Background: an optimization exercise with open tools, aiming at small area. Do not read the settings as production practice.
Function was checked by simulation only, so behaviour that the tests miss may differ from the original.
The clock port is modelled as an ideal driver; clocking choices that lean on that would not hold on a real chip.
No activity file was given, so power comes from the tool's default toggle rates.

==> flow/design.v <==
module ung_rx_parser (
    input  wire        clk,
    input  wire        rst,           
    input  wire        rx_valid,
    input  wire [7:0]  rx_byte,
    output reg         evt_valid,
    output wire [7:0]  evt_addr,
    output wire [31:0] evt_w0,
    output wire [31:0] evt_volume,
    output wire [31:0] evt_amount,
    output wire [31:0] evt_price
);
    function [15:0] crc_step;
        input [15:0] c_in;
        input [7:0]  b;
        integer i;
        reg [15:0] c;
        begin
            c = c_in ^ {b, 8'h00};
            for (i = 0; i < 8; i = i + 1)
                c = c[15] ? ((c << 1) ^ 16'h1021) : (c << 1);
            crc_step = c;
        end
    endfunction
    function [26:0] rca27;
        input [26:0] a;
        input [26:0] b;
        input        cin;
        integer i;
        reg c;
        begin
            c = cin;
            for (i = 0; i < 27; i = i + 1) begin
                rca27[i] = a[i] ^ b[i] ^ c;
                c = (a[i] & b[i]) | (c & (a[i] ^ b[i]));
            end
        end
    endfunction
    reg [5:0]  cnt;               
    reg [7:0]  win0, win1, win2;  
    reg [15:0] crc;               
    reg [7:0]  addr;
    reg        k_st, k_va, k_pr;  
    reg        first;             
    reg [26:0] acc;
    reg [26:0] hold;
    wire is_end = (rx_byte == 8'hFA);
    wire push   = rx_valid && !is_end;
    wire step   = push && (cnt >= 6'd3);    
    wire overflow = push && (cnt == 6'd63);
    wire at0  = (cnt == 6'd3);
    wire at2  = (cnt == 6'd5);
    wire at3  = (cnt == 6'd6);
    wire at4  = (cnt == 6'd7);
    wire at5  = (cnt == 6'd8);
    wire at8  = (cnt == 6'd11);
    wire at9  = (cnt == 6'd12);
    wire [3:0] nh = win0[7:4];
    wire [3:0] nl = win0[3:0];
    wire       bcd_ok = (nh <= 4'd9) && (nl <= 4'd9);
    wire va_win = k_va && (cnt >= 6'd8) && (cnt <= 6'd15);    
    wire pr_win = k_pr && (cnt >= 6'd9);                      
    wire [19:0] acc_m = first ? 20'd0 : acc[19:0];
    wire h30 = nh[3] & nh[0];
    wire [26:0] rx = {1'b0, acc_m, nh[2] | nh[3], nh[1] | nh[3], nh[0] | nh[3],
                      nl[2] | nl[3], nl[1] | nl[3], nl[0] | nl[3]};
    wire [26:0] ry = {2'b0, acc_m, nh[3], nh[2] | nh[3], nh[1] | h30, nh[0], nl[3]};
    wire [26:0] rz = {5'b0, acc_m, h30, nl[3] & nl[0]};
    wire [26:0] csa_s = rx ^ ry ^ rz;
    wire [26:0] csa_c = {(rx[25:0] & ry[25:0]) | (rx[25:0] & rz[25:0]) |
                         (ry[25:0] & rz[25:0]), h30};
    wire [26:0] acc_next = rca27(csa_s, csa_c, h30);
    wire        big = (acc >= 27'd1000000);
    wire va_next = k_va && (win0 == 8'h04);    
    wire crc_match = (crc == {win1, win0});
    wire decode_ok = crc_match &&
                     ((k_st && cnt >= 6'd9) ||
                      (k_va && cnt >= 6'd16) ||
                      (k_pr && cnt >= 6'd10));
    always @(posedge clk) begin
        if (rst) begin
            cnt       <= 6'd0;
            evt_valid <= 1'b0;
        end else begin
            evt_valid <= rx_valid && is_end && decode_ok;
            if (rx_valid) begin
                if (is_end)
                    cnt <= 6'd0;
                else if (cnt != 6'd63)
                    cnt <= cnt + 6'd1;
            end
        end
    end
    always @(posedge clk) begin
        if (push) begin
            win0 <= win1;
            win1 <= win2;
            win2 <= rx_byte;
        end
        if (step) begin
            crc <= crc_step(at0 ? 16'hFFFF : crc, win0);
            first <= (at4 && va_next) || (at8 && k_va) || (at5 && !k_va);
            if (at0) addr <= win0;
            if (at2) begin
                k_st <= (win0 == 8'h81);
                k_pr <= (win0 == 8'h83);
                k_va <= 1'b0;
            end
            if (at3) begin
                k_st <= k_st && (win0 >= 8'd2);
                k_va <= k_st && (win0 >= 8'd8);
            end
            if (at4) begin
                k_st <= k_st && (win0 == 8'h00);
                k_va <= va_next;
            end
            if (at5)
                hold[7:0] <= win0;
            if (at9 && k_va)
                hold <= acc;
            if (va_win || pr_win) begin
                acc <= acc_next;
                if (!bcd_ok || (pr_win && !first && big)) begin
                    k_va <= 1'b0;
                    k_pr <= 1'b0;
                end
            end
            if (overflow) begin
                k_st <= 1'b0;
                k_va <= 1'b0;
                k_pr <= 1'b0;
            end
        end
    end
    assign evt_addr   = addr;
    assign evt_w0     = {11'd0, k_pr & hold[4], {4{k_pr}} & hold[3:0],
                         {8{k_st}} & hold[7:0], 2'b00,
                         k_pr, k_pr, k_pr, k_va, k_va, k_st};
    assign evt_volume = {5'd0, {27{k_va}} & hold};
    assign evt_amount = {5'd0, {27{k_va}} & acc};
    assign evt_price  = {5'd0, {27{k_pr}} & acc};
endmodule
==> flow/flow/run.sh <==
#!/bin/bash
# The standard layout (standard.sh: standard synthesis, floorplan, place,
# CTS, route, finish) with these settings changed:
#  - floorplan removes the buffers that ABC put in during synthesis
#    (repair_design and repair_timing later add what the layout needs);
#  - the port buffers that global placement inserts use the smallest buffer
#    cell instead of the default one;
#  - clock tree synthesis uses clkbuf_8 buffers and no dummy loads.
# Every ORFS step writes its full log under orfs/logs/; make's own output
# goes to make.log here.
set -euo pipefail
bash standard.sh \
  "REMOVE_ABC_BUFFERS=1" \
  "BUFFER_PORTS_ARGS=-buffer_cell sky130_fd_sc_hd__buf_1" \
  "CTS_ARGS=-sink_clustering_enable -repair_clock_nets -dont_use_dummy_load -buf_list sky130_fd_sc_hd__clkbuf_8" \
  finish > make.log 2>&1
==> flow/standard.sh <==
#!/bin/bash
# synth_recipe.tcl (not shown) runs the flow's synth.tcl, then flattens the netlist and writes it again
# the make line also repeats each setting of config.mk as NAME=value (left out here)
make -C /OpenROAD-flow-scripts/flow DESIGN_CONFIG=/design/flow/config.mk WORK_HOME=/design/flow/orfs CLKGATE_MAP_FILE= SYNTH_SCRIPT=/design/flow/synth_recipe.tcl "${@:-finish}"
==> flow/config.mk <==
export PLATFORM = sky130hd
export DESIGN_NAME = ung_rx_parser
export DESIGN_NICKNAME = ung_rx_parser
export VERILOG_FILES = /design/flow/design.v
export SDC_FILE = /design/flow/constraint.sdc
export NUM_CORES = 4
export LEC_CHECK = 0
export CAP_MARGIN = 20
export CORE_MARGIN = 2
export CORE_UTILIZATION = 25
export PLACE_DENSITY = 0.6
export SLEW_MARGIN = 20
==> flow/constraint.sdc <==
create_clock -name core_clock -period 10.0 [get_ports {clk}]
set_input_delay 2.0000 -clock core_clock [delete_from_list [all_inputs] [get_ports {clk}]]
set_output_delay 2.0000 -clock core_clock [all_outputs]
set_load 0.01 [all_outputs]
==> results of run 1 <==
area by class of cell:
cell class                 instances  area [um2]
fill                            2710       18900
sequential                       113        3320
multi-input combinational        382        3180
timing repair buffer             146         649
tap                              341         427
clock buffer                      17         234
inverter                          22        82.6
cell usage after synthesis, drive strengths merged, types with 4 or more instances:
master | count | area [um2]
a21oi | 7 | 35.0
and2 | 94 | 588
buf | 41 | 307
clkbuf | 20 | 75.1
dfxtp | 7 | 140
edfxtp | 106 | 3180
fa | 42 | 841
ha | 11 | 138
inv | 22 | 82.6
mux2 | 7 | 78.8
nand2 | 12 | 45.0
nand2b | 6 | 37.5
nand3 | 7 | 35.0
nor2 | 31 | 126
nor2b | 18 | 113
nor3 | 8 | 40.0
nor4 | 4 | 25.0
o21ai | 11 | 55.1
or2 | 4 | 25.0
xnor2 | 31 | 313
xor2 | 23 | 201
state kept, by name, indices dropped and copies added, names as in the netlist:
signal	cells
acc	27
addr	8
cnt	6
crc	16
evt_valid	1
first	1
hold	27
k_pr	1
k_st	1
k_va	1
win0	8
win1	8
win2	8
power by group:
part	leakage, nW	total (mW)	switching (mW)	internal (mW)
clock network	0.122	0.309	0.160	0.149
registers	1.03	0.537	0.00748	0.529
logic	1.61	0.0764	0.0446	0.0318
total	2.76	0.922	0.212	0.710
cell families after synthesis:
logic type	Yosys count
muxes	8
AOI/OAI and AO/OA	39
buffers and inverters	83
DFF	113
and+or+nand+nor	200
adders and majority gates	53
xor gates and xnor gates	54
other	1
per-layer routing:
metal | global-route usage, % | vias to the layer above | share of wire, %
met5 | 0 | - | 0
met4 | 4.05 | 0 | 1.3
met3 | 2.43 | 15 | 4.5
met2 | 18.1 | 128 | 51
met1 | 13.8 | 2108 | 44
li1 | - | 2045 | -
metrics by stage:
| stage | instances | setup slack, ns |
|---|---|---|
| floorplan | 517 | -0.294 |
| global placement | 1003 | -0.284 |
| detailed placement | 1003 | -0.539 |
| CTS | 1021 | 0.0212 |
| global route | 1021 | 0.0167 |
| finish | 1021 | 0.315 |
cell usage in the layout (no fill, tap or decap), drive strengths merged, types with 11 or more instances in the layout:
master  synthesis  layout
xnor2          31      31
nand2          12      12
clkbuf         20      17
o21ai          11      11
conb            1      28
nor2           31      31
edfxtp        106     106
and2           94      94
ha             11      11
fa             42      42
nor2b          18      18
inv            22      22
xor2           23      23
buf            41     146
final timing paths:
kind                              start      end  slack (ns)  cells after the start
worst max-delay path            win0[3]  acc[26]        0.32                     32
worst min-delay path            win2[3]  win1[3]        0.43                      0
worst max register to register  win0[3]  acc[26]        0.32                     32
worst min register to register  win2[3]  win1[3]        0.43                      0
timing repair:
item                                    CTS  global route
endpoints found under the hold margin     0             0
pin swaps                                 0             1
hold buffers                              0             0
resized for setup                        11             7
endpoints found under the setup margin    3             3
setup buffers                             1             0
==> results.txt, run 1 <==
max incr delay on CP slightly below 0.4 ns; main combinational cell family by area after synthesis simple AND/OR/NAND/NOR gates; post-synthesis adder-cell area fraction 14.4%; GR Overflow Total 0; Die X approximately 170 um; slew margin rel. between 30% and 40%; core area roughly 27,000 um2; Hold/Removal Path Class reg2reg; drt total wl 15,300 um; Overall Power between 0.9 and 1 mW; chip height roughly 170 um; estimated wirelength of the detail-placed design around 11,000 um; RSZ-0062 raised after global routing no; Synth Flop Type edfxtp_1; largest fanout on the critical path 3; Crit. End Element flop; Max Buffers Root-to-Sink 2; # setup viols final 0; area grow syn2layout 16.1%; CTS H-tree depth 4; Mapped Cells between 500 and 600; mean number of vias per cell 4.21; row cnt 60; Sink Count around 110; TritonCTS Buffers 17; synthesis-stage register bit count 113; post-synthesis simple-gate area fraction between 10% and 20%; Total GRT Usage between 10% and 20%; mapped cell area between 6000 and 7000 um2; Initial DRT Pass Iterations 4; Top Family by Delay on Critical Path adder cells; Fmax achieved around 100 MHz; Post-synth ARST share 0%; # nets final roughly 750; first-pass GRT wire length 23,300 um; sequential share of the synthesized area between 40% and 50%; Final Cell Area between 7000 and 8000 um2; Setup Crit Path Kind reg2reg; startpoint class of the critical path flop; status timing/DRC/antenna clean; IO Port Bufs approximately 120; vias in the first global route 4,168; Fin. Hold Viols 0; clock latency at the later pin of the worst-skew pair 0.45 ns; largest net degree at the start of global routing 56; Required @ worst endpoint between 10 and 15 ns; Routed Antenna Nets 0; clock slew at reported path FFs about 0.090 ns; DR DRC count 0; diode count 0; # IOs around 150; xor and xnor area share after synthesis roughly 7.6%; Max VDD drop 0.0775 mV; LEAKAGE 2.76 nW; die area about 29,000 um2; hold slack final between 0.4 and 0.5 ns; Placer Congestion around 0.79; Mean Syn Cell Area roughly 12 um2; critical path's slowest cell edfxtp_1; post-layout min period between 9 and 10 ns; CTS tree yes; most frequent CP cell fa_2; crit path buf inv count 3; library cells used by synthesis 54; share of cells above drive strength 1 12.4%; Slew Limit Fails 0; Initial Util 25.4%; Area after DPL about 7600 um2; WP data arrival between 9 and 10 ns; DRT iter0 DRCs 290; skew final roughly 0.028 ns; Synth Area in Compound Gates 3.72%; fin crit share roughly 97%; routed vias 4,296; Worst-Margin Slew about 1.0 ns; initial antenna violation count 0; setup TNS 0 ns; wire length per cell 14.9 um; max-cap violations 0; Synth Warn # 1; CTS Root Cell clkbuf_8; EDFF count, synth 106; mux contribution to synthesized area roughly 1.3%; power density over cell area between 100 and 150 nW/um2; Final Util 29.5%
==> inputs of run 2 (changes only) <==
--- a/flow/flow/run.sh
+++ b/flow/flow/run.sh
@@ -2,5 +2,3 @@
 # The standard layout (standard.sh: standard synthesis, floorplan, place,
-# CTS, route, finish) with these settings changed:
-#  - floorplan removes the buffers that ABC put in during synthesis
-#    (repair_design and repair_timing later add what the layout needs);
+# CTS, route, finish) with two settings changed:
 #  - the port buffers that global placement inserts use the smallest buffer
@@ -12,3 +10,2 @@
 bash standard.sh \
-  "REMOVE_ABC_BUFFERS=1" \
   "BUFFER_PORTS_ARGS=-buffer_cell sky130_fd_sc_hd__buf_1" \
--- a/flow/config.mk
+++ b/flow/config.mk
@@ -10,3 +10,3 @@
 export CORE_UTILIZATION = 25
-export PLACE_DENSITY = 0.6
+export PLACE_DENSITY = 0.85
 export SLEW_MARGIN = 20
==> run 2 against run 1 <==
- worst hold slack got worse by 0.0043 ns
- maximum frequency shrank 0.89%
- die area unchanged
- design area fell by 0.68%
- largest cell class unchanged
==> results.txt, run 2 <==
Synth Area in Compound Gates 3.72% (unchanged); status timing/DRC/antenna clean; most frequent CP cell fa_2; row cnt 60 (unchanged); IO Port Bufs 119 (unchanged); top flop regs acc x27, hold x27, crc x16; Final Cell Area 7840 um2 (-0.68%); area grow syn2layout 15.3%; main combinational cell family by area after synthesis simple AND/OR/NAND/NOR gates; library cells used by synthesis 54 (unchanged); Fmax achieved 102 MHz (-0.89%); Crit. End Element flop; Slew Limit Fails 0 (unchanged); Worst-Margin Slew 1.02 ns (-0.0223 ns); Hold Path Origin win2[4]; LEAKAGE 2.71 nW (-1.8%); post-synthesis simple-gate area fraction 17.3% (unchanged); vias in the first global route 4,479 (+7.5%); top post-synthesis cells by area edfxtp_1, fa_1, and2_1; EDFF count, synth 106 (unchanged); # IOs 148 (unchanged); startpoint class of the critical path flop; CTS tree yes; Die X 169 um (unchanged); core area 26,800 um2 (unchanged); die area 28,500 um2 (unchanged); skew final 0.0369 ns (+0.00862 ns); Final Util 29.3% (-0.20 points); Fin. Hold Viols 0 (unchanged); area leader, netlist edfxtp_1; CTS hold repair buffers 0 (unchanged); Critical R2R Capture acc[26]; DR DRC count 0 (unchanged); first-pass GRT wire length 24,500 um (+5.0%); mux contribution to synthesized area 1.31% (unchanged); drt total wl 16,400 um (+7.3%); share of cells above drive strength 1 11.4% (-0.99 points); power density over cell area 117 nW/um2 (+0.23%); area of the multi-input gates 3200 um2 (+0.59%); mean number of vias per cell 4.38 (+4.2%); Mapped Cells 551 (unchanged); clock latency at the later pin of the worst-skew pair 0.43 ns (-0.02 ns); Initial Util 25.4% (unchanged); Overall Power 0.918 mW (-0.45%); Initial DRT Pass Iterations 5 (+1); mapped cell area 6800 um2 (unchanged); estimated wirelength of the detail-placed design 12,200 um (+7.0%); fin crit share 97.7% (+0.87 points); Required @ worst endpoint 10.16 ns (about the same); TritonCTS Buffers 17 (unchanged); largest net degree at the start of global routing 57 (+1.8%); register area 3320 um2 (unchanged); post-synthesis adder-cell area fraction 14.4% (unchanged); critical path's slowest cell fa_1; clock slew at reported path FFs 0.07 ns (-0.02 ns); DRT iter0 DRCs 409 (+41%); wire length per cell 16.2 um (+8.4%); Post-synth top cells edfxtp_1, and2_1, fa_1, buf_4; Critical R2R Launch win0[3]; routed vias 4,432 (+3.2%); Mean Syn Cell Area 12.3 um2 (unchanged); Routed Antenna Nets 0 (unchanged); CTS Root Cell clkbuf_8; # nets final 735 (-1.5%); Total GRT Usage 11.3% (+0.42 points); Synth Flop Type edfxtp_1; Sink Count 113 (unchanged); Setup Crit Path Kind reg2reg; max-cap violations 0 (unchanged); GR Overflow Total 0 (unchanged); Fill cells 2,684 (-0.96%); setup TNS 0 ns (unchanged); Hold/Removal Path Class reg2reg; setup slack at placement -0.236 ns (+0.303 ns); chip height 169 um (unchanged); Placer Congestion 0.883 (+11%); reg2reg setup slack 0.23 ns (-0.09 ns); top-area cell type share of the netlist area 46.8% (unchanged); Area after DPL 7540 um2 (-1.0%); max incr delay on CP 0.47 ns (+0.08 ns); post-layout min period 9.77 ns (+0.0869 ns); WP data arrival 9.94 ns (+0.09 ns); synthesis-stage register bit count 113 (unchanged); xor and xnor area share after synthesis 7.56% (unchanged); leading cell type in the layout, fill and taps excluded buf_1; Synth Warn # 1 (unchanged); initial antenna violation count 0 (unchanged); setup slack after layout 0.228 ns (-0.0869 ns); count leader, synth edfxtp_1; Max Buffers Root-to-Sink 2 (unchanged); largest fanout on the critical path 4 (+1); Hold Crit Endpoint win1[4]; slew margin rel. 32.0% (+1.5 points); hold depth 0 (unchanged); Max VDD drop 0.0623 mV (-20%); CTS H-tree depth 4 (unchanged); # setup viols final 0 (unchanged); Post-synth ARST share 0% (unchanged); R2R cell count 31 (-3.1%); most frequent cells in the layout buf_1, edfxtp_1, and2_1; sequential share of the synthesized area 48.9% (unchanged)
[run 2: cell counts after synthesis]
Identical to the previous run, type by type.
[run 2: cell type report]
cell class,count,share of cell area [%]
inverter,22,1.05
timing repair buffer,135,7.32
tap,341,5.44
antenna,1,0.0319
sequential,113,42.4
clock buffer,17,2.98
multi-input combinational,382,40.8
[run 2: how the worst max path moves through the flow]
stage | slack (ns) | end | cells after the start | start
after floorplan | 0.04 | acc[26] | 32 | win0[2]
after global placement | 0.01 | acc[26] | 31 | win0[3]
after detailed placement | -0.24 | acc[26] | 32 | win0[3]
after CTS | 0.01 | acc[26] | 31 | win0[3]
after global routing | -0.03 | acc[26] | 31 | win0[3]
final | 0.23 | acc[26] | 31 | win0[3]
[run 2: where the power goes]
| part | switching (mW) | internal [mW] |
|---|---|---|
| registers | 0.00718 | 0.529 |
| clock network | 0.155 | 0.149 |
| logic | 0.0465 | 0.0317 |
[run 2: cells by family (layout without fill, tap and decap cells)]
group,Yosys count,count (layout)
compound gates,39,39
xor+xnor,54,54
fa+ha+maj,53,53
buf+inv,83,174
flops,113,113
mux,8,8
other cells,1,29
simple gates,200,200
[run 2: stage by stage]
stage / cells / hold WS [ns]
6_report: 1011 / 0.421
5_1_grt: 1010 / 0.445
4_1_cts: 1009 / 0.422
3_5_place_dp: 992 / 0.405
3_3_place_gp: 992 / 0.405
2_1_floorplan: 578 / 0.400
[run 2: worst max-delay path: cells and delay by family (launching register included)]
kind / cells / cell delay, ns
flops: 1 / 0.41
simple gates: 2 / 0.59
fa+ha+maj: 25 / 8.26
buf+inv: 4 / 0.25
[run 2: repair_timing]
item / in CTS / in global routing
setup buffers: 0 / 0
gates resized for setup: 7 / 7
endpoints found under the hold margin: 0 / 0
endpoints found under the setup margin: 2 / 2
[run 2: layer usage]
metal	part of all wire [%]	up-vias	routed length, um	global-route usage, %
met4	5.0	0	811	6.78
met3	5.8	51	943	2.27
li1	-	2010	-	-
met2	51	166	8340	19.3
met5	0	-	0	0
met1	38	2205	6290	13.0
==> inputs of run 3 (changes only) <==
--- a/flow/config.mk
+++ b/flow/config.mk
@@ -10,3 +10,3 @@
 export CORE_UTILIZATION = 25
-export PLACE_DENSITY = 0.85
+export PLACE_DENSITY = 0.6
 export SLEW_MARGIN = 20
==> run 3 against run 2 <==
- synthesized area did not move
- sequential cell count did not move
- core utilization barely moved
- critical endpoint unchanged
- non-clock buffer count rose by 2
- worst setup slack gained 0.012 ns
==> results.txt, run 3 <==
Worst-Margin Slew 1.05 ns (+0.0320 ns); Hold/Removal Path Class reg2reg; Mapped Cells 551 (unchanged); Setup Crit Path Kind reg2reg; M1 WL 6900 um (+9.8%); Mean Syn Cell Area 12.3 um2 (unchanged); hold slack final 0.398 ns (-0.0226 ns); # IOs 148 (unchanged); leading cell type in the layout, fill and taps excluded buf_1; Top Layer Used met4; power density over cell area 118 nW/um2 (+1.2%); skew final 0.0373 ns (+0.000464 ns); Fin. Hold Viols 0 (unchanged); chip height 169 um (unchanged); Synth Warn # 1 (unchanged); largest fanout on the critical path 4 (unchanged); clock slew at reported path FFs 0.08 ns (about the same); count leader, synth edfxtp_1; initial antenna violation count 0 (unchanged); slew margin rel. 29.7% (-2.4 points); # nets final 737 (+0.27%); top post-synthesis cells by area edfxtp_1, fa_1, and2_1; estimated wirelength of the detail-placed design 12,000 um (-1.6%); clock latency at the later pin of the worst-skew pair 0.43 ns (about the same); EDFF count, synth 106 (unchanged); max-cap violations 0 (unchanged); top flop regs acc x27, hold x27, crc x16; mean number of vias per cell 4.26 (-2.8%); most frequent CP cell fa_2; R2R cell count 31 (unchanged); first-pass GRT wire length 24,500 um (about the same); Routed Antenna Nets 0 (unchanged); Required @ worst endpoint 10.17 ns (about the same); IO Port Bufs 119 (unchanged); core area 26,800 um2 (unchanged); Initial DRT Pass Iterations 4 (-1); startpoint class of the critical path flop; area leader, netlist edfxtp_1; Die X 169 um (unchanged); CTS H-tree depth 4 (unchanged); largest net degree at the start of global routing 57 (unchanged); Final Util 29.3% (about the same); Placer Congestion 0.778 (-12%); Slew Limit Fails 0 (unchanged); Synth Flop Type edfxtp_1; mapped cell area 6800 um2 (unchanged); Max Buffers Root-to-Sink 2 (unchanged); row cnt 60 (unchanged); Crit. End Element flop; setup slack after layout 0.240 ns (+0.0122 ns); Max VDD drop 0.0775 mV (+24%); share of cells above drive strength 1 11.8% (+0.41 points); sequential share of the synthesized area 48.9% (unchanged); TritonCTS Buffers 17 (unchanged); status timing/DRC/antenna clean; met2 wire length 8440 um (+1.2%); critical path's slowest cell fa_1; max incr delay on CP 0.47 ns (about the same); WP data arrival 9.93 ns (about the same); # setup viols final 0 (unchanged); Post-synth top cells edfxtp_1, and2_1, fa_1, buf_4; area grow syn2layout 15.3% (about the same); fin crit share 97.6% (-0.12 points); met3 WL post-DR 555 um (-41%); CTS tree yes; vias in the first global route 4,266 (-4.8%); LEAKAGE 2.72 nW (+0.33%); drt total wl 16,200 um (-1.2%); Sink Count 113 (unchanged); top-area cell type share of the netlist area 46.8% (unchanged); CTS hold repair buffers 0 (unchanged); post-layout min period 9.76 ns (-0.0122 ns); CTS Root Cell clkbuf_8; synthesis-stage register bit count 113 (unchanged); Initial Util 25.4% (unchanged); routed vias 4,314 (-2.7%); hold depth 0 (unchanged); GR Overflow Total 0 (unchanged); DRT iter0 DRCs 261 (-36%); diode count 0 (-1); Overall Power 0.929 mW (+1.2%); Fmax achieved 102 MHz (+0.12%); die area 28,500 um2 (unchanged); DR DRC count 0 (unchanged); wire length per cell 16.0 um (-1.3%); Total GRT Usage 11.3% (+0.034 points); library cells used by synthesis 54 (unchanged); setup slack at placement -0.228 ns (+0.00793 ns); most frequent cells in the layout buf_1, edfxtp_1, and2_1; RSZ-0062 raised after global routing no; Post-synth ARST share 0% (unchanged)
run 3: layout make-up:
type,instances,area (um2)
fillers,2719,19000
flip-flops and latches,113,3320
multi-input cells,382,3190
repair buffers,137,589
well taps,341,427
clock buffers,17,234
inverters,22,82.6
run 3: per-layer routing:
metal	track usage, %	up-vias
li1	-	2017
met1	14.2	2171
met2	19.4	109
met3	2.15	17
met4	4.09	0
met5	0	-
run 3: final timing paths:
kind                               from      end  slack [ns]
worst max-delay path            win0[3]  acc[26]        0.24
worst min-delay path            win2[5]  win1[5]        0.40
worst min register to register  win2[5]  win1[5]        0.40
worst max register to register  win0[3]  acc[26]        0.24
run 3: power breakdown:
group	switching, mW	internal, mW
registers	0.00782	0.529
logic	0.0462	0.0326
clock network	0.164	0.149
total	0.218	0.711
run 3: cells by family after synthesis:
family | synth area share, %
adder cells (fa/ha/maj) | 14.4
AND/OR/NAND/NOR | 17.3
flip-flops | 48.9
XOR/XNOR | 7.56
AO/OA/AOI/OAI | 3.72
multiplexers | 1.31
buffers and inverters | 6.82
other | 0.0551
run 3: worst max-delay path: cells and delay by family, from the launching register on:
family / cells / cell delay, ns
DFF: 1 / 0.41
buffers and inverters: 4 / 0.25
and+or+nand+nor: 2 / 0.59
adders and majority gates: 25 / 8.26
run 3: per-stage QoR:
step | setup TNS, ns | cell area [um2] | cells
2_1_floorplan | 0 | 6940 | 578
3_3_place_gp | -0.0126 | 7550 | 993
3_5_place_dp | -0.285 | 7550 | 993
4_1_cts | 0 | 7800 | 1010
5_1_grt | 0 | 7850 | 1012
6_report | 0 | 7850 | 1012
run 3: repair_timing:
item,CTS,global route
resized for setup,7,7
setup buffers,0,1
setup endpoints to repair,2,2
==> inputs of run 4 (changes only) <==
--- a/flow/config.mk
+++ b/flow/config.mk
@@ -7,3 +7,3 @@
 export LEC_CHECK = 0
-export CAP_MARGIN = 20
+export CAP_MARGIN = 0
 export CORE_MARGIN = 2
@@ -11,2 +11,2 @@
 export PLACE_DENSITY = 0.6
-export SLEW_MARGIN = 20
+export SLEW_MARGIN = 0
==> run 4 against run 3 <==
- die area did not move
- sequential share of layout area rose by 0.081 points
- sequential cell count did not move
- first-iteration DRC count rose by 24%
- clock skew barely moved
- power rose by 0.12%
- register-to-register slack barely moved
- combinational power barely moved
- synthesized area did not move
- worst setup slack improved by 0.0012 ns
- clock-buffer cell count did not move
- synthesized cell count did not move
- critical endpoint unchanged
- largest cell class unchanged
- largest power group unchanged
==> results.txt, run 4 <==
R2R cell count 31 (unchanged); Top Family by Delay on Critical Path adder cells; Post-synth ARST share 0% (unchanged); max-cap violations 0 (unchanged); Top Usage Layer GRT met2; area grow syn2layout 15.1%; power density over cell area 119 nW/um2 (+0.32%); wire length per cell 16.1 um (+0.49%); Hold/Removal Path Class reg2reg; Hold Path Origin win2[5]; Crit. End Element flop; Overall Power 0.930 mW (+0.12%); chip height 169 um (unchanged); largest net degree at the start of global routing 57 (unchanged); most frequent CP cell fa_2; Worst-Margin Slew 1.16 ns (+0.109 ns); startpoint class of the critical path flop; skew final 0.0372 ns (-0.000149 ns); Required @ worst endpoint 10.17 ns (about the same); Slew Limit Fails 0 (unchanged); share of cells above drive strength 1 11.6% (-0.13 points); diode count 0 (unchanged); GRT met2 Usage 19.4% (unchanged); clock latency at the later pin of the worst-skew pair 0.43 ns (about the same); Area after DPL 7550 um2 (unchanged); EDFF count, synth 106 (unchanged); top-area cell type share of the netlist area 46.8% (unchanged); routed vias 4,320 (+0.14%); area leader, netlist edfxtp_1; DR DRC count 0 (unchanged); Post-synth top cells edfxtp_1, and2_1, fa_1, buf_4; mean number of vias per cell 4.27 (+0.24%); top post-synthesis cells by area edfxtp_1, fa_1, and2_1; GR Overflow Total 0 (unchanged); # IOs 148 (unchanged); estimated wirelength of the detail-placed design 12,000 um (unchanged); WP data arrival 9.93 ns (about the same); Fin. Hold Viols 0 (unchanged); GR Util met3 2.15% (unchanged); vias in the first global route 4,266 (unchanged); Global Route met1 Usage 14.2% (unchanged); reg2reg setup slack 0.24 ns (about the same); crit path buf inv count 4 (unchanged); initial antenna violation count 1 (+1); critical path depth 31 (unchanged); TritonCTS Buffers 17 (unchanged); largest fanout on the critical path 4 (unchanged); hold depth 0 (unchanged); LEAKAGE 2.71 nW (-0.27%); Sink Count 113 (unchanged); Max Buffers Root-to-Sink 2 (unchanged); Critical R2R Launch win0[3]; row cnt 60 (unchanged); Hold Crit Endpoint win1[5]; mapped cell area 6800 um2 (unchanged); CTS Root Cell clkbuf_8; post-layout min period 9.76 ns (-0.00115 ns); Mean Syn Cell Area 12.3 um2 (unchanged); most frequent cells in the layout buf_1, edfxtp_1, and2_1; Max VDD drop 0.0781 mV (+0.80%); sequential share of the synthesized area 48.9% (unchanged); leading cell type in the layout, fill and taps excluded buf_1; Synth Flop Type edfxtp_1; slew margin rel. 22.7% (-6.9 points); CTS tree yes; Critical R2R Capture acc[26]; Initial DRT Pass Iterations 4 (unchanged); Final Cell Area 7830 um2 (-0.19%); hold slack final 0.401 ns (+0.00295 ns); Mapped Cells 551 (unchanged); max incr delay on CP 0.47 ns (about the same); critical path's slowest cell fa_1; Die X 169 um (unchanged); RSZ-0062 raised after global routing no; Setup Crit Path Kind reg2reg; DRT iter0 DRCs 324 (+24%); synthesis-stage register bit count 113 (unchanged); library cells used by synthesis 54 (unchanged); Synth Warn # 1 (unchanged); first-pass GRT wire length 24,500 um (unchanged); Placer Congestion 0.778 (unchanged); die area 28,500 um2 (unchanged); Fmax achieved 102 MHz (about the same); core area 26,800 um2 (unchanged); CTS H-tree depth 4 (unchanged); clock slew at reported path FFs 0.08 ns (about the same); top flop regs acc x27, hold x27, crc x16; IO Port Bufs 119 (unchanged); CTS hold repair buffers 0 (unchanged); # nets final 736 (-0.14%); # setup viols final 0 (unchanged); fin crit share 97.6% (about the same); Total GRT Usage 11.3% (unchanged); count leader, synth edfxtp_1; Routed Antenna Nets 0 (unchanged); status timing/DRC/antenna clean; drt total wl 16,300 um (+0.40%); Initial Util 25.4% (unchanged)
[run 4: area by class of cell]
class | count | area, um2
clock buffers | 17 | 234
fillers | 2721 | 19000
flip-flops and latches | 113 | 3320
well taps | 341 | 427
repair buffers | 136 | 574
inverters | 22 | 82.6
multi-input cells | 382 | 3190
[run 4: cells by family after synthesis]
| kind of cell | Yosys count | synth area share, % |
|---|---|---|
| AO/OA/AOI/OAI | 39 | 3.72 |
| XOR/XNOR | 54 | 7.56 |
| adder cells (fa/ha/maj) | 53 | 14.4 |
| buffers and inverters | 83 | 6.82 |
| flip-flops | 113 | 48.9 |
| multiplexers | 8 | 1.31 |
| other | 1 | 0.0551 |
| AND/OR/NAND/NOR | 200 | 17.3 |
[run 4: how the worst max path moves through the flow]
| stage | to | slack [ns] | startpoint |
|---|---|---|---|
| final | acc[26] | 0.24 | win0[3] |
| after global routing | acc[26] | 0.01 | win0[3] |
| after CTS | acc[26] | 0.02 | win0[3] |
| after detailed placement | acc[26] | -0.23 | win0[3] |
| after global placement | acc[26] | -0.01 | win0[3] |
| after floorplan | acc[26] | 0.04 | win0[2] |
[run 4: repair_timing]
| item | in CTS | in global routing |
|---|---|---|
| cloned | 0 | 0 |
| buffers inserted | 0 | 1 |
| pin swaps | 0 | 0 |
| resized for setup | 7 | 7 |
| endpoints found under the hold margin | 0 | 0 |
| setup endpoints to repair | 2 | 2 |
[run 4: layer usage]
layer  vias to the layer above  wire [um]  share of wire, %
met5                         -          0                 0
met4                         0        297               1.8
met3                        18        690               4.2
met2                       115       8400                52
met1                      2173       6870                42
li1                       2014          -                 -
[run 4: stage by stage]
step	cells	setup slack, ns	setup TNS, ns	util (%)
after global placement	993	-0.0126	-0.0126	28.2
after detailed placement	993	-0.228	-0.285	28.2
after floorplan	578	0.0378	0	-
after CTS	1010	0.0187	0	29.1
after global routing	1011	0.0123	0	29.2
final	1011	0.241	0	29.2
[run 4: where the power goes]
group	switching (mW)	leakage, nW	internal [mW]
Sequential	0.00796	1.03	0.529
Clock	0.165	0.122	0.149
Combinational	0.0460	1.56	0.0325
Total	0.219	2.71	0.711
==> inputs of run 5 (changes only) <==
==> flow/flow/run.sh (replaced) <==
#!/bin/bash
# The standard layout (standard.sh: standard synthesis, floorplan, place,
# CTS, route, finish) with these changes:
#  - the port buffers that global placement inserts use the smallest buffer
#    cell instead of the default one;
#  - clock tree synthesis uses clkbuf_8 buffers, no dummy loads, and H-tree
#    leaves of up to CTS_LEAF_SINKS registers (flow/cts.py runs ORFS's cts.tcl
#    after setting that limit, which clock_tree_synthesis has no option for).
# Every ORFS step writes its full log under orfs/logs/ (the CTS step's log is
# orfs/logs/.../4_1_cts.log); make's own output goes to make_*.log here.
set -euo pipefail
here=$(pwd)
args=(
  "SKIP_REPAIR_TIE_FANOUT=1"
  "BUFFER_PORTS_ARGS=-buffer_cell sky130_fd_sc_hd__buf_1"
  "CTS_ARGS=-sink_clustering_enable -repair_clock_nets -dont_use_dummy_load -buf_list sky130_fd_sc_hd__clkbuf_8"
)
export CTS_LEAF_SINKS=20
bash standard.sh "${args[@]}" place > make_place.log 2>&1
bash standard.sh "${args[@]}" "RUN_SCRIPT=$here/flow/cts.py" RUN_LOG_NAME_STEM=4_1_cts run > make_cts.log 2>&1
test -f orfs/results/sky130hd/ung_rx_parser/base/4_1_cts.odb
bash standard.sh "${args[@]}" finish > make_finish.log 2>&1
==> flow/flow/cts.py (new file) <==
import os
from openroad import Design, Tech

tech = Tech()
design = Design(tech)
design.getTritonCts().getParms().setNumMaxLeafSinks(int(os.environ["CTS_LEAF_SINKS"]))
design.evalTclString("source $::env(SCRIPTS_DIR)/cts.tcl")
--- a/flow/config.mk
+++ b/flow/config.mk
@@ -7,6 +7,6 @@
 export LEC_CHECK = 0
-export CAP_MARGIN = 0
+export CAP_MARGIN = 20
 export CORE_MARGIN = 2
 export CORE_UTILIZATION = 25
-export PLACE_DENSITY = 0.6
-export SLEW_MARGIN = 0
+export PLACE_DENSITY = 0.85
+export SLEW_MARGIN = 20
==> run 5 against run 4 <==
- worst hold slack better by 0.026 ns
- critical endpoint unchanged
- power down 11%
- synthesized area unchanged
- synthesized cell count unchanged
- still clean on timing, DRC and antenna
==> results.txt, run 5 <==
Synth Flop Type edfxtp_1; Area after DPL 7430 um2 (-1.5%); TritonCTS Buffers 9 (-8); CTS hold repair buffers 0 (unchanged); RSZ-0062 raised after global routing no; Mean Syn Cell Area 12.3 um2 (unchanged); leading cell type in the layout, fill and taps excluded buf_1; post-synthesis simple-gate area fraction 17.3% (unchanged); slew margin rel. 30.0% (+7.3 points); area leader, netlist edfxtp_1; Hold Path Origin win2[4]; top-area cell type share of the netlist area 46.8% (unchanged); diode count 0 (unchanged); Total GRT Usage 10.8% (-0.49 points); Fill cells 2,674 (-1.7%); first-pass GRT wire length 23,900 um (-2.5%); Slew Limit Fails 0 (unchanged); Fmax achieved 103 MHz (+0.28%); mean number of vias per cell 4.49 (+5.1%); Post-synth top cells edfxtp_1, and2_1, fa_1, buf_4; R2R cell count 31 (unchanged); core area 26,800 um2 (unchanged); Routed Antenna Nets 0 (unchanged); Post-synth ARST share 0% (unchanged); largest fanout on the critical path 4 (unchanged); share of cells above drive strength 1 11.0% (-0.64 points); Fin. Hold Viols 0 (unchanged); max-cap violations 0 (unchanged); Sink Count 113 (unchanged); Max VDD drop 0.0827 mV (+5.9%); status timing/DRC/antenna clean; hold depth 0 (unchanged); post-layout min period 9.73 ns (-0.0271 ns); most frequent CP cell fa_2; drt total wl 15,600 um (-3.9%); routed vias 4,388 (+1.6%); die area 28,500 um2 (unchanged); IO Port Bufs 119 (unchanged); CTS tree yes; fin crit share 97.3% (-0.27 points); vias in the first global route 4,360 (+2.2%); power density over cell area 109 nW/um2 (-8.5%); area of the multi-input gates 3100 um2 (-2.9%); skew final 0.0380 ns (+0.000763 ns); Die X 169 um (unchanged); initial antenna violation count 1 (unchanged); register area 3320 um2 (unchanged); xor and xnor area share after synthesis 7.56% (unchanged); largest net degree at the start of global routing 57 (unchanged); Mapped Cells 551 (unchanged); Hold Crit Endpoint win1[4]; library cells used by synthesis 54 (unchanged); mux contribution to synthesized area 1.31% (unchanged); post-synthesis adder-cell area fraction 14.4% (unchanged); Crit. End Element flop; clock slew at reported path FFs 0.10 ns (+0.02 ns); Critical R2R Launch win0[3]; critical path's slowest cell fa_1; mapped cell area 6800 um2 (unchanged); estimated wirelength of the detail-placed design 12,000 um (-0.38%); Worst-Margin Slew 1.05 ns (-0.110 ns); top flop regs acc x27, hold x27, crc x16; clock latency at the later pin of the worst-skew pair 0.37 ns (-0.06 ns); # setup viols final 0 (unchanged); startpoint class of the critical path flop; DR DRC count 0 (unchanged); Final Cell Area 7640 um2 (-2.4%); Setup Crit Path Kind reg2reg; count leader, synth edfxtp_1; WP data arrival 9.85 ns (-0.08 ns); LEAKAGE 2.58 nW (-5.0%); main combinational cell family by area after synthesis simple AND/OR/NAND/NOR gates; top post-synthesis cells by area edfxtp_1, fa_1, and2_1; # nets final 702 (-4.6%); synthesis-stage register bit count 113 (unchanged); Placer Congestion 0.877 (+13%); GR Overflow Total 0 (unchanged); # IOs 148 (unchanged); Critical R2R Capture acc[26]; Initial Util 25.4% (unchanged); sequential share of the synthesized area 48.9% (unchanged); area grow syn2layout 12.3%; row cnt 60 (unchanged); chip height 169 um (unchanged); Required @ worst endpoint 10.12 ns (-0.05 ns); Hold/Removal Path Class reg2reg; Synth Area in Compound Gates 3.72% (unchanged); most frequent cells in the layout buf_1, edfxtp_1, and2_1; wire length per cell 16.0 um (-0.58%); Overall Power 0.831 mW (-11%); reg2reg setup slack 0.27 ns (+0.03 ns); DRT iter0 DRCs 334 (+3.1%); max incr delay on CP 0.47 ns (about the same); Initial DRT Pass Iterations 5 (+1); EDFF count, synth 106 (unchanged); Synth Warn # 1 (unchanged)
==> run 5: changes by cell type in the layout (fill, tap and decap cells not counted), sizes merged <==
| cell | previous run | this run |
|---|---|---|
| buf | 136 | 137 |
| clkbuf | 17 | 9 |
| conb | 28 | 1 |
==> run 5: worst max-delay path by stage <==
stage / end / startpoint / slack [ns] / depth (start not counted)
2_1_floorplan: acc[26] / win0[2] / 0.04 / 32
3_3_place_gp: acc[26] / win0[3] / -0.006 / 31
3_5_place_dp: acc[26] / win0[3] / -0.17 / 31
4_1_cts: acc[26] / win0[3] / 0.04 / 31
5_1_grt: acc[26] / win0[3] / 0.05 / 31
6_report: acc[26] / win0[3] / 0.27 / 31
==> run 5: area by class of cell <==
type	instances	share of cell area [%]
multi-input cells	355	40.5
inverters	22	1.08
flip-flops and latches	113	43.5
clock buffers	9	1.62
repair buffers	137	7.71
well taps	341	5.58
==> run 5: timing repair <==
action,CTS,global route
resized for setup,4,10
setup buffers,2,0
setup endpoints to repair,1,2
==> run 5: layer usage <==
| layer | wire length (um) | up-vias | share of wire (%) | global-route usage (%) |
|---|---|---|---|---|
| li1 | - | 1983 | - | - |
| met1 | 6240 | 2186 | 40 | 13.2 |
| met2 | 7890 | 179 | 51 | 18.5 |
| met3 | 878 | 38 | 5.6 | 1.94 |
| met4 | 596 | 2 | 3.8 | 5.02 |
| met5 | 11 | - | 0.070 | 0 |
==> run 5: metrics by stage <==
step / setup TNS [ns] / utilization (%) / instances / hold WS (ns) / setup WS (ns)
floorplan: 0 / - / 551 / 0.400 / 0.0378
global placement: -0.00596 / 27.7 / 965 / 0.402 / -0.00596
detailed placement: -0.167 / 27.7 / 965 / 0.407 / -0.167
global route: 0 / 28.5 / 977 / 0.447 / 0.0493
finish: 0 / 28.5 / 977 / 0.427 / 0.269
==> run 5: worst max-delay path, delay by kind of cell (launching register included) <==
kind	cells	cell delay, ns
buffers and inverters	4	0.23
and+or+nand+nor	2	0.59
adders and majority gates	25	8.28
DFF	1	0.42
==> run 5: cells by family (layout without fill, tap and decap cells) <==
group,count (synthesis),count (layout)
buf+inv,83,168
simple gates,200,200
xor+xnor,54,54
mux,8,8
other cells,1,1
flops,113,113
fa+ha+maj,53,53
compound gates,39,39
==> run 5: power by group <==
part           total (mW)  internal (mW)  leakage (nW)  switching, mW
logic              0.0786         0.0327          1.48         0.0459
registers           0.536          0.528          1.03        0.00720
clock network       0.216         0.0814        0.0647          0.135
==> inputs of run 6 (changes only) <==
--- a/flow/flow/run.sh
+++ b/flow/flow/run.sh
@@ -13,3 +13,2 @@
 args=(
-  "SKIP_REPAIR_TIE_FANOUT=1"
   "BUFFER_PORTS_ARGS=-buffer_cell sky130_fd_sc_hd__buf_1"
==> run 6 against run 5 <==
- wire length increased by 3.2%
- critical endpoint unchanged
- worst setup slack got worse by 0.012 ns
- sequential cell count unchanged
- non-clock buffer count decreased by 2
- maximum frequency decreased by 0.12%
- critical path depth unchanged
==> results.txt, run 6 <==
status timing/DRC/antenna clean; routed vias 4,410 (+0.50%); Final Instance Count excl. Fillers 1,002 (+2.6%); clock latency at the later pin of the worst-skew pair 0.38 ns (about the same); Post-synth top cells edfxtp_1, and2_1, fa_1, buf_4; DRT iter0 DRCs 331 (-0.90%); critical path's slowest cell fa_1; setup TNS 0 ns (unchanged); TritonCTS Buffers 9 (unchanged); count leader, synth edfxtp_1; setup slack after layout 0.256 ns (-0.0121 ns); DP Cell Count 992 (+2.8%); Crit. End Element flop; Post-synth ARST share 0% (unchanged); Placer Congestion 0.883 (+0.67%); Hold/Removal Path Class reg2reg; die area 28,500 um2 (unchanged); share of cells above drive strength 1 10.3% (-0.72 points); top post-synthesis cells by area edfxtp_1, fa_1, and2_1; estimated wirelength of the detail-placed design 12,200 um (+2.0%); slew margin rel. 33.3% (+3.3 points); max incr delay on CP 0.47 ns (about the same); max-cap violations 0 (unchanged); Initial Util 25.4% (unchanged); Synth Flop Type edfxtp_1; Slew Limit Fails 0 (unchanged); top-area cell type share of the netlist area 46.8% (unchanged); area leader, netlist edfxtp_1; Fin. Hold Viols 0 (unchanged); # IOs 148 (unchanged); core area 26,800 um2 (unchanged); mean number of vias per cell 4.40 (-2.0%); sequential share of the synthesized area 48.9% (unchanged); DR DRC count 0 (unchanged); most frequent cells in the layout buf_1, edfxtp_1, and2_1; clock slew at reported path FFs 0.11 ns (about the same); Initial DRT Pass Iterations 5 (unchanged); leading cell type in the layout, fill and taps excluded buf_1; register area 3320 um2 (unchanged); EDFF count, synth 106 (unchanged); CTS tree yes; diode count 0 (unchanged); # setup viols final 0 (unchanged); Required @ worst endpoint 10.11 ns (about the same); LEAKAGE 2.65 nW (+3.1%); Max VDD drop 0.0542 mV (-34%); Area after DPL 7540 um2 (+1.4%); power density over cell area 107 nW/um2 (-1.1%); chip height 169 um (unchanged); skew final 0.0337 ns (-0.00423 ns); drt total wl 16,100 um (+3.2%); synthesis-stage register bit count 113 (unchanged); Fmax achieved 103 MHz (-0.12%); first-pass GRT wire length 24,100 um (+0.90%); wire length per cell 16.1 um (+0.63%); Sink Count 113 (unchanged); area grow syn2layout 13.7%; initial antenna violation count 0 (-1); total setup buffers inserted after CTS 0 (-2); Mean Syn Cell Area 12.3 um2 (unchanged); Fill cells 2,690 (+0.60%); fin crit share 97.4% (+0.12 points); setup slack at placement -0.236 ns (-0.0686 ns); Die X 169 um (unchanged); CTS hold repair buffers 0 (unchanged); Mapped Cells 551 (unchanged); mapped cell area 6800 um2 (unchanged); most frequent CP cell fa_2; Setup Crit Path Kind reg2reg; startpoint class of the critical path flop; largest fanout on the critical path 4 (unchanged); area of the multi-input gates 3200 um2 (+3.4%); Overall Power 0.831 mW (about the same); row cnt 60 (unchanged); Synth Warn # 1 (unchanged); post-layout min period 9.74 ns (+0.0121 ns); largest net degree at the start of global routing 57 (unchanged); Worst-Margin Slew 1.00 ns (-0.0488 ns); vias in the first global route 4,392 (+0.73%); GR Overflow Total 0 (unchanged); library cells used by synthesis 54 (unchanged); top flop regs acc x27, hold x27, crc x16; Total GRT Usage 11.0% (+0.20 points); # nets final 727 (+3.6%); Final Cell Area 7730 um2 (+1.2%); WP data arrival 9.85 ns (about the same); Routed Antenna Nets 0 (unchanged); RSZ-0062 raised after global routing no; IO Port Bufs 119 (unchanged)
## run 6: cell counts after synthesis
Identical to the previous run, type by type.
## run 6: cell type report
type / instances / area share [%]
Sequential cell: 113 / 43.0
Clock buffer: 9 / 1.60
Timing Repair Buffer: 135 / 7.43
Inverter: 22 / 1.07
Multi-Input combinational cell: 382 / 41.4
Tap cell: 341 / 5.52
## run 6: report_power, final
| part | internal [mW] | leakage (nW) | switching (mW) |
|---|---|---|---|
| combinational | 0.0317 | 1.56 | 0.0462 |
| sequential | 0.528 | 1.03 | 0.00714 |
| clock | 0.0814 | 0.0647 | 0.136 |
## run 6: metal layers
layer	share of wire [%]	vias up	GRT usage [%]
met5	0	-	0
met4	4.6	0	6.37
met3	5.0	42	1.66
met2	51	180	18.9
met1	40	2190	13.1
li1	-	1998	-
## run 6: path summary, 6_finish.rpt
kind                                end  cells after the start  slack (ns)     from
worst max register to register  acc[26]                     31        0.26  win0[3]
worst min-delay path            win1[4]                      0        0.43  win2[4]
worst min register to register  win1[4]                      0        0.43  win2[4]
worst max-delay path            acc[26]                     31        0.26  win0[3]
## run 6: cell families (layout without fill, tap and decap cells)
family	after synthesis	after routing	synth area share (%)
adder cells (fa/ha/maj)	53	53	14.4
AO/OA/AOI/OAI	39	39	3.72
other	1	28	0.0551
buffers and inverters	83	166	6.82
XOR/XNOR	54	54	7.56
AND/OR/NAND/NOR	200	200	17.3
flip-flops	113	113	48.9
multiplexers	8	8	1.31
## run 6: worst max-delay path, delay by kind of cell, from the launching register on
| kind | cells | cell delay (ns) |
|---|---|---|
| adder cells (fa/ha/maj) | 25 | 8.28 |
| buffers and inverters | 4 | 0.25 |
| flip-flops | 1 | 0.44 |
| AND/OR/NAND/NOR | 2 | 0.55 |
## run 6: stage by stage
| stage | utilization (%) | hold slack (ns) |
|---|---|---|
| 2_1_floorplan | - | 0.400 |
| 3_5_place_dp | 28.1 | 0.405 |
| 3_3_place_gp | 28.1 | 0.405 |
| 6_report | 28.9 | 0.429 |
| 5_1_grt | 28.9 | 0.449 |
## run 6: what timing repair did
| item | in CTS | in global routing |
|---|---|---|
| pin swaps | 0 | 0 |
| hold endpoints to repair | 0 | 0 |
| resized for setup | 7 | 8 |
| setup endpoints to repair | 2 | 2 |
==> inputs of run 7 (changes only) <==
--- a/flow/design.v
+++ b/flow/design.v
@@ -13,11 +13,9 @@
     function [15:0] crc_step;
-        input [15:0] c_in;
+        input [15:0] c;
         input [7:0]  b;
-        integer i;
-        reg [15:0] c;
+        reg [7:0] x;
         begin
-            c = c_in ^ {b, 8'h00};
-            for (i = 0; i < 8; i = i + 1)
-                c = c[15] ? ((c << 1) ^ 16'h1021) : (c << 1);
-            crc_step = c;
+            x = c[15:8] ^ b;
+            x = x ^ {4'd0, x[7:4]};
+            crc_step = {c[7:0], 8'd0} ^ {x[3:0], 12'd0} ^ {3'd0, x, 5'd0} ^ {8'd0, x};
         end
--- a/flow/flow/run.sh
+++ b/flow/flow/run.sh
@@ -13,2 +13,3 @@
 args=(
+  "SKIP_REPAIR_TIE_FANOUT=1"
   "BUFFER_PORTS_ARGS=-buffer_cell sky130_fd_sc_hd__buf_1"
--- a/flow/config.mk
+++ b/flow/config.mk
@@ -10,2 +10,3 @@
 export CORE_UTILIZATION = 25
+export GPL_TIMING_DRIVEN = 0
 export PLACE_DENSITY = 0.85
==> run 7 against run 6 <==
- sequential power barely moved
- sequential share of layout area is 1.8 points lower
- register-to-register slack got worse by 0.06 ns
- design area rose by 4.5%
- synthesized cell count grew 0.73%
- global-route usage is 0.38 points higher
- clock-buffer cell count is the same
- maximum frequency decreased by 0.59%
- via count is 5.2% higher
- power grew 2.7%
- critical endpoint unchanged
==> results.txt, run 7 <==
core area 27,000 um2 (+0.56%); hold slack final 0.408 ns (-0.0213 ns); Worst-Margin Slew 0.886 ns (-0.114 ns); Hold/Removal Path Class reg2reg; reg2reg setup slack 0.20 ns (-0.06 ns); wire length per cell 16.2 um (+0.94%); # nets final 760 (+4.5%); startpoint class of the critical path flop; Synth Warn # 1 (unchanged); leading cell type in the layout, fill and taps excluded buf_1; DR DRC count 0 (unchanged); most frequent cells in the layout buf_1, edfxtp_1, and2_1; most frequent CP cell fa_2; mean number of vias per cell 4.48 (+1.9%); Critical R2R Capture acc[26]; Final Instance Count excl. Fillers 1,035 (+3.3%); IO Port Bufs 118 (-0.84%); top flop regs acc x27, hold x27, crc x16; Fmax achieved 102 MHz (-0.59%); chip height 170 um (+0.49%); R2R cell count 32 (+3.2%); slew margin rel. 40.5% (+7.2 points); drt total wl 16,800 um (+4.3%); max-cap violations 0 (unchanged); RSZ-0062 raised after global routing yes; clock slew at reported path FFs 0.11 ns (about the same); largest fanout on the critical path 9 (+5); Routed Antenna Nets 0 (unchanged); Critical R2R Launch win0[2]; hold depth 0 (unchanged); DRT iter0 DRCs 402 (+21%); library cells used by synthesis 58 (+7.4%); share of cells above drive strength 1 18.3% (+8.0 points); vias in the first global route 4,451 (+1.3%); Initial Util 25.5% (+0.11 points); area grow syn2layout 17.6%; Hold Crit Endpoint win1[7]; power density over cell area 106 nW/um2 (-1.7%); fin crit share 98.0% (+0.58 points); Mean Syn Cell Area 12.4 um2 (+0.27%); Fin. Hold Viols 0 (unchanged); top-area cell type share of the netlist area 46.3% (-0.46 points); Die X 170 um (+0.49%); GR Overflow Total 0 (unchanged); mapped cell area 6870 um2 (+0.99%); status timing/DRC/antenna clean; post-layout min period 9.80 ns (+0.0576 ns); largest net degree at the start of global routing 31 (-46%); first-pass GRT wire length 25,100 um (+4.2%); Setup Crit Path Kind reg2reg; Max VDD drop 0.0475 mV (-12%); DP Cell Count 1,017 (+2.5%); Sink Count 113 (unchanged); area leader, netlist edfxtp_1; sequential share of the synthesized area 48.4% (-0.48 points); Initial DRT Pass Iterations 5 (unchanged); Total GRT Usage 11.4% (+0.38 points); WP data arrival 9.94 ns (+0.09 ns); setup TNS 0 ns (unchanged); EDFF count, synth 106 (unchanged); synthesis-stage register bit count 113 (unchanged); Fill cells 2,656 (-1.3%); clock latency at the later pin of the worst-skew pair 0.38 ns (about the same); Synth Flop Type edfxtp_1; max incr delay on CP 0.46 ns (about the same); Crit. End Element flop; TritonCTS Buffers 9 (unchanged); count leader, synth edfxtp_1; skew final 0.0250 ns (-0.00877 ns); CTS tree yes; top post-synthesis cells by area edfxtp_1, fa_1, and2_1; Overall Power 0.854 mW (+2.7%); LEAKAGE 2.97 nW (+12%); initial antenna violation count 2 (+2); Final Util 30.0% (+1.1 points); Hold Path Origin win2[7]; routed vias 4,641 (+5.2%); # setup viols final 0 (unchanged); # IOs 148 (unchanged); Mapped Cells 555 (+0.73%); diode count 0 (unchanged); Slew Limit Fails 0 (unchanged); Placer Congestion 0.858 (-2.9%); estimated wirelength of the detail-placed design 12,700 um (+3.6%); die area 28,800 um2 (+0.97%); CP Launch Point win0[2]; Post-synth ARST share 0% (unchanged); Required @ worst endpoint 10.14 ns (+0.03 ns); critical path's slowest cell fa_1; Post-synth top cells edfxtp_1, and2_1, fa_1, buf_4; row cnt 60 (unchanged)
[run 7: timing repair]
| action | in CTS | in global routing |
|---|---|---|
| hold buffers | 0 | 0 |
| endpoints found under the setup margin | 3 | 3 |
| pin swaps | 1 | 2 |
| setup buffers | 5 | 4 |
| gates resized for setup | 15 | 10 |
[run 7: critical path: cells and delay by family (launching register included)]
kind                       cells  cell delay [ns]
DFF                            1             0.42
buffers and inverters          5             0.39
and+or+nand+nor                2             0.61
adders and majority gates     25             8.12
[run 7: worst max-delay path by stage]
stage | endpoint | slack (ns) | depth (start not counted)
2_1_floorplan | acc[26] | 0.01 | 32
3_3_place_gp | acc[26] | -0.30 | 33
3_5_place_dp | acc[26] | -0.54 | 33
4_1_cts | acc[26] | 0.01 | 32
5_1_grt | acc[26] | -0.03 | 32
6_report | acc[26] | 0.20 | 32
[run 7: routing by layer]
metal  track usage [%]  wire length [um]  share of wire [%]  vias to the layer above
met5                 0                23               0.14                        -
met4              5.31               538                3.2                        4
met3              1.94              1030                6.1                       38
met2              19.4              8420                 50                      201
met1              14.1              6800                 40                     2284
li1                  -                 -                  -                     2114
[run 7: final cells by class]
type	instances	area, um2	area share [%]
Inverter	21	78.8	0.975
Tap cell	341	427	5.28
Multi-Input combinational cell	359	3150	39.0
Timing Repair Buffer	130	553	6.84
Buffer	62	427	5.28
Sequential cell	113	3320	41.1
Clock buffer	9	124	1.53
[run 7: stage by stage]
stage / setup slack (ns) / cell area, um2
final: 0.199 / 8080
after detailed placement: -0.535 / 7820
after global placement: -0.297 / 7760
after floorplan: 0.0115 / 6890
after global routing: -0.0329 / 8080
[run 7: logic make-up (layout without fill, tap and decap cells)]
logic type               after synthesis  after routing  share of synthesized area, %
AO/OA/AOI/OAI                         39             39                          3.68
XOR/XNOR                              52             52                          7.07
flip-flops                           113            113                          48.4
multiplexers                           9              9                          1.48
other                                  1              1                        0.0546
adder cells (fa/ha/maj)               53             53                          14.2
buffers and inverters                 83            222                          7.16
AND/OR/NAND/NOR                      205            205                          18.0
[run 7: report_power, final]
part	switching, mW	internal [mW]
registers	0.00659	0.529
logic	0.0506	0.0429
clock network	0.143	0.0816
total	0.200	0.653
==> inputs of run 8 (changes only) <==
--- a/flow/config.mk
+++ b/flow/config.mk
@@ -10,3 +10,2 @@
 export CORE_UTILIZATION = 25
-export GPL_TIMING_DRIVEN = 0
 export PLACE_DENSITY = 0.85
==> run 8 against run 7 <==
- first-iteration DRC count fell by 8.0%
- sequential power barely moved
- maximum frequency rose by 0.61%
- non-clock buffer count fell by 54
- clock-buffer cell count did not move
- clock power barely moved
- worst hold slack improved by 0.026 ns
- worst setup slack improved by 0.060 ns
- power fell by 1.5%
- critical path depth did not move
==> results.txt, run 8 <==
Crit. End Element flop; Setup Crit Path Kind reg2reg; count leader, synth edfxtp_1; Placer Congestion 0.846 (-1.3%); chip height 170 um (unchanged); clock latency at the later pin of the worst-skew pair 0.40 ns (+0.02 ns); WP data arrival 9.89 ns (-0.05 ns); post-layout min period 9.74 ns (-0.0596 ns); top flop regs acc x27, hold x27, crc x16; area leader, netlist edfxtp_1; core area 27,000 um2 (unchanged); # IOs 148 (unchanged); LEAKAGE 2.73 nW (-8.3%); Post-synth ARST share 0% (unchanged); Fmax achieved 103 MHz (+0.61%); drt total wl 15,500 um (-7.7%); Clock Power Share 26.5% (+0.2 points); max-cap violations 0 (unchanged); EDFF count, synth 106 (unchanged); Required @ worst endpoint 10.14 ns (about the same); top post-synthesis cells by area edfxtp_1, fa_1, and2_1; max incr delay on CP 0.41 ns (-0.05 ns); diode count 0 (unchanged); Hold/Removal Path Class reg2reg; combinational share of power 9.8% (-1.2 points); Synth Flop Type edfxtp_1; crit path buf inv count 3 (-2); P_int 0.644 mW (-1.5%); setup TNS 0 ns (unchanged); Sink Count 113 (unchanged); Post-synth top cells edfxtp_1, and2_1, fa_1, buf_4; area grow syn2layout 11.5%; Slew Limit Fails 0 (unchanged); Max VDD drop 0.0471 mV (-0.70%); vias in the first global route 4,309 (-3.2%); estimated wirelength of the detail-placed design 11,800 um (-7.3%); slew margin rel. 45.7% (+5.3 points); status timing/DRC/antenna clean; Hold Crit Endpoint win1[7]; mean number of vias per cell 4.45 (-0.84%); Initial Util 25.5% (unchanged); DR DRC count 0 (unchanged); GR Overflow Total 0 (unchanged); top-area cell type share of the netlist area 46.3% (unchanged); routed vias 4,362 (-6.0%); Initial DRT Pass Iterations 5 (unchanged); clock slew at reported path FFs 0.10 ns (about the same); most frequent CP cell fa_2; hold depth 0 (unchanged); sequential share of the synthesized area 48.4% (unchanged); Routed Antenna Nets 0 (unchanged); part of the power in registers 63.8% (+1.1 points); library cells used by synthesis 58 (unchanged); Mapped Cells 555 (unchanged); first-pass GRT wire length 23,800 um (-5.1%); fin crit share 97.4% (-0.60 points); # nets final 706 (-7.1%); Synth Warn # 1 (unchanged); synthesis-stage register bit count 113 (unchanged); DP Cell Count 969 (-4.7%); Hold Path Origin win2[7]; leading cell type in the layout, fill and taps excluded buf_1; Psw 0.197 mW (-1.8%); Critical R2R Launch win0[3]; power density over cell area 110 nW/um2 (+3.8%); largest net degree at the start of global routing 55 (+77%); reg2reg setup slack 0.26 ns (+0.06 ns); row cnt 60 (unchanged); skew final 0.0285 ns (+0.00350 ns); R2R cell count 32 (unchanged); RSZ-0062 raised after global routing no; Mean Syn Cell Area 12.4 um2 (unchanged); Worst-Margin Slew 0.813 ns (-0.0724 ns); setup slack at placement -0.326 ns (+0.209 ns); setup slack after layout 0.258 ns (+0.0596 ns); Total GRT Usage 10.8% (-0.62 points); Final Instance Count excl. Fillers 981 (-5.2%); mapped cell area 6870 um2 (unchanged); Die X 170 um (unchanged); die area 28,800 um2 (unchanged); critical path's slowest cell edfxtp_1; Top Family by Delay on Critical Path adder cells; share of cells above drive strength 1 12.0% (-6.3 points); # setup viols final 0 (unchanged); startpoint class of the critical path flop; Net Sw Frac 23.4% (-0.052 points); Critical R2R Capture acc[26]; DRT iter0 DRCs 370 (-8.0%); initial antenna violation count 2 (unchanged); wire length per cell 15.8 um (-2.7%); most frequent cells in the layout buf_1, edfxtp_1, and2_1; IO Port Bufs 119 (+0.85%); largest fanout on the critical path 3 (-6); TritonCTS Buffers 9 (unchanged); Fin. Hold Viols 0 (unchanged); CTS hold repair buffers 0 (unchanged); CTS tree yes
-- run 8: cell counts after synthesis --
Identical to the previous run, type by type.
-- run 8: final cells by class --
class / instances / area (um2)
sequential: 113 / 3320
multi-input combinational: 359 / 3110
tap: 341 / 427
clock buffer: 9 / 124
timing repair buffer: 138 / 597
inverter: 21 / 78.8
fill: 2702 / 19300
-- run 8: metrics by stage --
stage | cell area [um2] | hold WS [ns] | power [mW] | util, %
floorplan | 6890 | 0.400 | 0.612 | -
global placement | 7470 | 0.407 | 0.622 | 27.7
detailed placement | 7470 | 0.405 | 0.626 | 27.7
global route | 7660 | 0.455 | 0.871 | 28.4
finish | 7660 | 0.434 | 0.841 | 28.4
-- run 8: worst reg2reg max path: cells and delay by family (launching register included) --
family,cells,cell delay [ns]
AND/OR/NAND/NOR,3,0.67
flip-flops,1,0.41
buffers and inverters,3,0.17
adder cells (fa/ha/maj),25,8.14
AO/OA/AOI/OAI,1,0.13
-- run 8: cell families after synthesis --
logic type	Yosys count	synth area share (%)
XOR/XNOR	52	7.07
buffers and inverters	83	7.16
multiplexers	9	1.48
flip-flops	113	48.4
adder cells (fa/ha/maj)	53	14.2
other	1	0.0546
AND/OR/NAND/NOR	205	18.0
AO/OA/AOI/OAI	39	3.68
-- run 8: metal layers --
layer | wire (um) | track usage (%) | vias up
li1 | - | - | 2006
met4 | 469 | 4.72 | 4
met2 | 7600 | 17.9 | 168
met3 | 968 | 1.98 | 34
met1 | 6440 | 13.7 | 2150
met5 | 26 | 0 | -
-- run 8: worst max path at each step --
stage / end / start / slack (ns) / cells past startpoint
detailed placement: acc[26] / win0[3] / -0.33 / 31
finish: acc[26] / win0[3] / 0.26 / 32
CTS: acc[26] / win0[2] / 0 / 31
global placement: acc[26] / win0[3] / 0.01 / 31
global route: acc[26] / win0[1] / 0.001 / 32
floorplan: acc[26] / win0[2] / 0.01 / 32
-- run 8: power groups by stage --
stage	Combinational [mW]	Sequential, mW	Clock, mW
global placement	0.0752	0.547	0
CTS	0.0800	0.536	0.225
floorplan	0.0683	0.544	0
finish	0.0820	0.536	0.223
detailed placement	0.0788	0.547	0
global route	0.0914	0.537	0.243
-- run 8: timing repair --
action                                 4_1_cts  5_1_grt
gates resized for setup                      6        8
setup buffers                                1        1
setup endpoints to repair                    3        2
cloned                                       0        0
endpoints found under the hold margin        0        0

-- what the ideal ports hide --
The results above use ideal ports. As a check the final layouts listed here were re-extracted and re-timed, cells and wires unchanged. Step 1 (the two cells are an assumption about what drives the block):
set clk [get_ports {clk}]
set_driving_cell -lib_cell sky130_fd_sc_hd__clkbuf_16 $clk
set_driving_cell -lib_cell sky130_fd_sc_hd__buf_2 [delete_from_list [all_inputs] $clk]
Step 2, shift: input delay + t, output delay - t, t = (earliest + latest rising clock arrival at the registers) / 2. This alone moves slack from input paths to output paths. Three values: no drivers, after step 1, after step 2; two values: the first two.
| run | t (ns) | setup WS [ns] | worst hold slack (ns) | slew at the worst register clock pin (ns) |
|---|---|---|---|---|
| run 1 | 0.467 | 0.315 / 0.315 / 0.315 | 0.425 / 0.425 / 0.425 | 0.09 / 0.09 |
| run 2 | 0.453 | 0.228 / 0.228 / 0.228 | 0.421 / 0.421 / 0.421 | 0.08 / 0.08 |
| run 3 | 0.447 | 0.240 / 0.240 / 0.240 | 0.398 / 0.398 / 0.398 | 0.08 / 0.08 |
| run 4 | 0.450 | 0.241 / 0.241 / 0.241 | 0.401 / 0.401 / 0.401 | 0.08 / 0.08 |
| run 5 | 0.389 | 0.269 / 0.269 / 0.269 | 0.427 / 0.427 / 0.427 | 0.11 / 0.11 |
| run 6 | 0.396 | 0.256 / 0.256 / 0.256 | 0.429 / 0.429 / 0.429 | 0.11 / 0.11 |
| run 7 | 0.402 | 0.199 / 0.199 / 0.199 | 0.408 / 0.408 / 0.408 | 0.11 / 0.11 |
| run 8 | 0.412 | 0.258 / 0.258 / 0.258 | 0.434 / 0.434 / 0.434 | 0.11 / 0.11 |
After both steps setup and hold are still met in every run listed.
